Background: an optimization exercise with open tools, aiming at small area. Do not read the settings as production practice.
Where RTL was checked, it was by simulation tests only, not by an equivalence proof against the original.
Power figures rest on the tool's default switching activity, not on a simulated workload.

oak:
==> flow/design.v <==
module caliper_channel (
    input               clk,
    input               rst,
    input  [17:0]       dt_lo,
    input               dt_big,
    input               tick_stb,
    input               edge_stb,
    input               clk_line,
    input               data_line,
    input               invert,
    output reg [23:0]   smp,
    output reg          vld,
    output reg          pwr,
    output reg          notify
);
    localparam [17:0] OFF  = 18'd62144;            
    localparam [4:0]  L23  = 5'd14;
    reg [23:0]   acc;
    reg [4:0]    cnt;
    reg [17:0]   g;
    reg          far;
    reg          rs;
    wire c = clk_line  ^ invert;
    wire d = data_line ^ invert;
    wire [18:0] cy;
    wire [18:0] s;
    assign cy[0] = 1'b0;
    genvar k;
    generate
        for (k = 0; k < 18; k = k + 1) begin : g_add
            assign s[k]    = g[k] ^ dt_lo[k] ^ cy[k];
            assign cy[k+1] = (g[k] & dt_lo[k]) | (g[k] & cy[k]) | (dt_lo[k] & cy[k]);
        end
    endgenerate
    assign s[18] = cy[18];
    wire        ge_pl  = far | dt_big | s[18];
    wire        gt_rs  = rs | dt_big | (|dt_lo[17:11]) | cy[11] | (s[10:0] > 11'd1704);
    wire [23:0] acc_next = {d, acc[23:1]};
    wire        act      = edge_stb & c;
    wire [4:0]  cnt_inc  = {cnt[3:0], cnt[4] ^ cnt[2]};
    wire        last     = (cnt == L23);
    wire        pub      = act & last;
    always @(posedge clk) begin
        if (act)
            acc <= acc_next;
        if (rst)
            vld <= 1'b0;
        else if (pub)
            vld <= 1'b1;
        if (pub)
            smp <= acc_next;
    end
    always @(posedge clk) begin
        if (rst) begin
            cnt    <= 5'd1;
            g      <= OFF;
            far    <= 1'b0;
            rs     <= 1'b0;
            pwr    <= 1'b0;
            notify <= 1'b0;
        end else begin
            notify <= 1'b0;
            if (edge_stb) begin
                if (c) begin
                    pwr <= 1'b1;
                    if (last) begin
                        cnt    <= 5'd1;
                        notify <= 1'b1;
                    end else begin
                        cnt <= cnt_inc;
                    end
                end else if (gt_rs) begin
                    cnt <= 5'd1;
                end
                g   <= OFF;
                far <= 1'b0;
                rs  <= 1'b0;
            end else begin
                g   <= s[17:0];
                far <= ge_pl;
                rs  <= gt_rs;
                if (tick_stb && pwr && ge_pl) begin
                    pwr    <= 1'b0;
                    notify <= 1'b1;
                end
            end
        end
    end
endmodule
module caliper_sampler #(
    parameter NCH           = 16,
    parameter TW            = 64,
    parameter RESYNC_US     = 1000,
    parameter POWER_LOSS_US = 200000
) (
    input                clk,
    input                rst,
    input  [TW-1:0]      now,
    input                tick_stb,
    input  [NCH-1:0]     edge_stb,
    input  [NCH-1:0]     clk_line,
    input  [NCH-1:0]     data_line,
    input  [NCH-1:0]     invert,
    output [NCH-1:0]     notify,
    input  [3:0]         rd_ch,
    output [23:0]        rd_raw,
    output               rd_pwr,
    output               rd_unit,
    output               rd_sign,
    output [19:0]        rd_mag,
    input  [23:0]        dec_raw,
    output               dec_unit,
    output               dec_sign,
    output [19:0]        dec_mag
);
    reg  [TW-1:0]  prev_now;
    reg            first;
    wire [18:0]    dt_lo_b = {1'b0, now[17:0]} - {1'b0, prev_now[17:0]};
    wire [17:0]    dt_lo   = dt_lo_b[17:0];
    wire [TW-19:0] nh      = now[TW-1:18];
    wire [TW-19:0] ph      = prev_now[TW-1:18];
    wire [TW-19:0] z       = nh ^ ph;
    wire           x_le1   = ~|(z[TW-19:1] & (~ph[TW-20:0] | nh[TW-20:0]));
    wire           dt_big  = first ? |nh : (~x_le1 | (z[0] & ~dt_lo_b[18]));
    always @(posedge clk) begin
        prev_now <= {now[TW-1:18], now[17:0] & {18{~rst}}};
        first    <= rst;
    end
    wire [23:0]    smp [0:NCH-1];
    wire [NCH-1:0] vld;
    wire [NCH-1:0] pwr;
    genvar i;
    generate
        for (i = 0; i < NCH; i = i + 1) begin : g_ch
            caliper_channel u_ch (
                .clk       (clk),
                .rst       (rst),
                .dt_lo     (dt_lo),
                .dt_big    (dt_big),
                .tick_stb  (tick_stb),
                .edge_stb  (edge_stb[i]),
                .clk_line  (clk_line[i]),
                .data_line (data_line[i]),
                .invert    (invert[i]),
                .smp       (smp[i]),
                .vld       (vld[i]),
                .pwr       (pwr[i]),
                .notify    (notify[i])
            );
        end
    endgenerate
    assign rd_raw  = vld[rd_ch] ? smp[rd_ch] : 24'd0;
    assign rd_pwr  = pwr[rd_ch];
    assign rd_unit = rd_raw[23];
    assign rd_sign = rd_raw[20];
    assign rd_mag  = rd_raw[19:0];
    assign dec_unit = dec_raw[23];
    assign dec_sign = dec_raw[20];
    assign dec_mag  = dec_raw[19:0];
endmodule
==> flow/config.mk <==
export PLATFORM = sky130hd
export DESIGN_NAME = caliper_sampler
export DESIGN_NICKNAME = caliper_sampler
export VERILOG_FILES = /design/flow/design.v
export SDC_FILE = /design/flow/constraint.sdc
export NUM_CORES = 4
export LEC_CHECK = 0
export CAP_MARGIN = 20
export CORE_MARGIN = 2
export CORE_UTILIZATION = 75
export PLACE_DENSITY = 0.8
export SLEW_MARGIN = 20
==> flow/constraint.sdc <==
create_clock -name core_clock -period 10.0 [get_ports {clk}]
set_input_delay 2.0000 -clock core_clock [delete_from_list [all_inputs] [get_ports {clk}]]
set_output_delay 2.0000 -clock core_clock [all_outputs]
set_load 0.01 [all_outputs]
standard.sh (not shown) runs the stock make flow with config.mk's settings and CLKGATE_MAP_FILE= SYNTH_SCRIPT=/design/flow/synth_recipe.tcl, a recipe that flattens the netlist after the stock synthesis.
==> flow/flow/run.sh <==
#!/bin/bash
# Standard layout (the standard.sh, standard synthesis unchanged) with two
# changes: CTS does not add dummy loads, and port buffers are buf_1.
set -euo pipefail
W="$(cd "$(dirname "${BASH_SOURCE[0]}")/.." && pwd)"
cd "$W"
export CTS_ARGS="-sink_clustering_enable -repair_clock_nets -dont_use_dummy_load -buf_list sky130_fd_sc_hd__clkbuf_8 -sink_clustering_size 14 -sink_clustering_max_diameter 50"
export BUFFER_PORTS_ARGS="-buffer_cell sky130_fd_sc_hd__buf_1"
bash "$W/standard.sh" > "$W/standard.log" 2>&1
[inputs] pine vs oak
--- a/flow/design.v
+++ b/flow/design.v
@@ -19,7 +19,6 @@
     reg [4:0]    cnt;
     reg [17:0]   g;
     reg          far;
-    reg          rs;
     wire c = clk_line  ^ invert;
     wire d = data_line ^ invert;
     wire [18:0] cy;
@@ -34,7 +33,7 @@
     endgenerate
     assign s[18] = cy[18];
     wire        ge_pl  = far | dt_big | s[18];
-    wire        gt_rs  = rs | dt_big | (|dt_lo[17:11]) | cy[11] | (s[10:0] > 11'd1704);
+    wire        gt_rs  = ge_pl | (s[17:0] > OFF + 18'd1000);
     wire [23:0] acc_next = {d, acc[23:1]};
     wire        act      = edge_stb & c;
     wire [4:0]  cnt_inc  = {cnt[3:0], cnt[4] ^ cnt[2]};
@@ -55,7 +54,6 @@
             cnt    <= 5'd1;
             g      <= OFF;
             far    <= 1'b0;
-            rs     <= 1'b0;
             pwr    <= 1'b0;
             notify <= 1'b0;
         end else begin
@@ -74,11 +72,9 @@
                 end
                 g   <= OFF;
                 far <= 1'b0;
-                rs  <= 1'b0;
             end else begin
                 g   <= s[17:0];
                 far <= ge_pl;
-                rs  <= gt_rs;
                 if (tick_stb && pwr && ge_pl) begin
                     pwr    <= 1'b0;
                     notify <= 1'b1;
[summary]
Summary — total internal power, pine relative to oak: higher, by about 3.3%. Final period demand of the worst path: pine > oak. oak has higher number of synthesized register bits than pine. pine gives more number of ordinary and repair buffers in the finished layout than oak did. In pine relative to oak, multi-input gate area in the final layout had gone up by a few percent. pine vs oak on met3 usage in global routing: pine is the higher one.
Only the layout flow was run in pine; the RTL was not checked for function there.

* * *

quartz:
Starts from the design.v that is shown in full above.
export LEC_CHECK = 0
export CAP_MARGIN = 20
export CORE_MARGIN = 2
export CORE_UTILIZATION = 65
export SLEW_MARGIN = 20
create_clock -name core_clock -period 10.0 [get_ports {clk}]
Scripts as last shown in full above: flow/flow/run.sh
For xenon, these inputs were changed with respect to quartz:
--- a/flow/design.v
+++ b/flow/design.v
@@ -11,17 +11,16 @@
     output reg [23:0]   smp,
     output reg          vld,
     output reg          pwr,
     output reg          notify
 );
-    localparam [17:0] OFF  = 18'd62144;            
-    localparam [4:0]  L23  = 5'd14;
+    localparam [17:0] OFF  = 18'd0;
+    localparam [17:0] RSYN = 18'd1000;
     reg [23:0]   acc;
     reg [4:0]    cnt;
     reg [17:0]   g;
     reg          far;
-    reg          rs;
     wire c = clk_line  ^ invert;
     wire d = data_line ^ invert;
     wire [18:0] cy;
     wire [18:0] s;
     assign cy[0] = 1'b0;
@@ -31,16 +30,15 @@
             assign s[k]    = g[k] ^ dt_lo[k] ^ cy[k];
             assign cy[k+1] = (g[k] & dt_lo[k]) | (g[k] & cy[k]) | (dt_lo[k] & cy[k]);
         end
     endgenerate
     assign s[18] = cy[18];
-    wire        ge_pl  = far | dt_big | s[18];
-    wire        gt_rs  = rs | dt_big | (|dt_lo[17:11]) | cy[11] | (s[10:0] > 11'd1704);
+    wire        ge_pl  = far | dt_big | s[18] | (s[17:0] >= 18'd200000);
+    wire        gt_rs  = ge_pl | (s[17:0] > RSYN);    
     wire [23:0] acc_next = {d, acc[23:1]};
     wire        act      = edge_stb & c;
-    wire [4:0]  cnt_inc  = {cnt[3:0], cnt[4] ^ cnt[2]};
-    wire        last     = (cnt == L23);
+    wire        last     = cnt[4] & cnt[2] & cnt[1] & cnt[0];
     wire        pub      = act & last;
     always @(posedge clk) begin
         if (act)
             acc <= acc_next;
         if (rst)
@@ -50,37 +48,34 @@
         if (pub)
             smp <= acc_next;
     end
     always @(posedge clk) begin
         if (rst) begin
-            cnt    <= 5'd1;
+            cnt    <= 5'd0;
             g      <= OFF;
             far    <= 1'b0;
-            rs     <= 1'b0;
             pwr    <= 1'b0;
             notify <= 1'b0;
         end else begin
             notify <= 1'b0;
             if (edge_stb) begin
                 if (c) begin
                     pwr <= 1'b1;
                     if (last) begin
-                        cnt    <= 5'd1;
+                        cnt    <= 5'd0;
                         notify <= 1'b1;
                     end else begin
-                        cnt <= cnt_inc;
+                        cnt <= cnt + 5'd1;
                     end
                 end else if (gt_rs) begin
-                    cnt <= 5'd1;
+                    cnt <= 5'd0;
                 end
                 g   <= OFF;
                 far <= 1'b0;
-                rs  <= 1'b0;
             end else begin
                 g   <= s[17:0];
                 far <= ge_pl;
-                rs  <= gt_rs;
                 if (tick_stb && pwr && ge_pl) begin
                     pwr    <= 1'b0;
                     notify <= 1'b1;
                 end
             end
@@ -113,19 +108,20 @@
     output               dec_sign,
     output [19:0]        dec_mag
 );
     reg  [TW-1:0]  prev_now;
     reg            first;
-    wire [18:0]    dt_lo_b = {1'b0, now[17:0]} - {1'b0, prev_now[17:0]};
+    wire [17:0]    pl      = prev_now[17:0] & {18{~first}};
+    wire [18:0]    dt_lo_b = {1'b0, now[17:0]} - {1'b0, pl};
     wire [17:0]    dt_lo   = dt_lo_b[17:0];
     wire [TW-19:0] nh      = now[TW-1:18];
     wire [TW-19:0] ph      = prev_now[TW-1:18];
     wire [TW-19:0] z       = nh ^ ph;
     wire           x_le1   = ~|(z[TW-19:1] & (~ph[TW-20:0] | nh[TW-20:0]));
     wire           dt_big  = first ? |nh : (~x_le1 | (z[0] & ~dt_lo_b[18]));
     always @(posedge clk) begin
-        prev_now <= {now[TW-1:18], now[17:0] & {18{~rst}}};
+        prev_now <= now;
         first    <= rst;
     end
     wire [23:0]    smp [0:NCH-1];
     wire [NCH-1:0] vld;
     wire [NCH-1:0] pwr;
--- outcome ---
Relative area change from synthesis to final layout: xenon > quartz
Relative to quartz, number of signal-net inverters in the final layout has gone down in xenon.
xenon vs quartz: total half-perimeter wirelength after legalization and detailed placement up
Of xenon and quartz, the higher antenna cell count belongs to quartz.
Compared with quartz, xenon shows a lower post-route worst setup slack.
Relative to quartz, average instance area after synthesis has gone down in xenon.
Going from quartz to xenon, the combinational cell fraction of total power was found to have gone up by 1.4 points.
Routed wire length of xenon exceeds that of quartz slightly.
Comparing xenon with quartz, the overall power came out essentially unchanged.
In the flow results for xenon and quartz, the post-synthesis cell count is larger on xenon.
xenon: post-synthesis xor/xnor area fraction is 0.24 points lower than what quartz reported.
xenon completed end to end with timing, DRC and antenna clean.

[afterwards: timing with drivers on the ports]
The results above use ideal ports. As a check the final layouts listed here were re-extracted and re-timed, cells and wires unchanged. Step 1 assumes that a clkbuf_16 drives the clock port and a buf_2 every other input. Step 2, shift: input delay + t, output delay - t, t = (earliest + latest rising clock arrival at the registers) / 2. This alone moves slack from input paths to output paths. a / b / c = no drivers / after step 1 / after step 2; a / b = the first two.
run	shift t [ns]	setup WS [ns]	hold WS [ns]
oak	0.781	0.712 / 0.753 / -0.028	0.402 / 0.402 / 0.402
pine	0.775	0.291 / 0.331 / -0.444	0.417 / 0.417 / 0.417
quartz	0.791	0.803 / 0.840 / 0.049	0.403 / 0.403 / 0.403
xenon	0.796	0.316 / 0.342 / -0.455	0.397 / 0.397 / 0.397
Met with ideal ports but missed after step 2: setup timing in oak, pine and xenon. For xenon, which loses most, drivers alone change the setup slack by +0.026 ns; drivers and shift together by -0.771 ns.
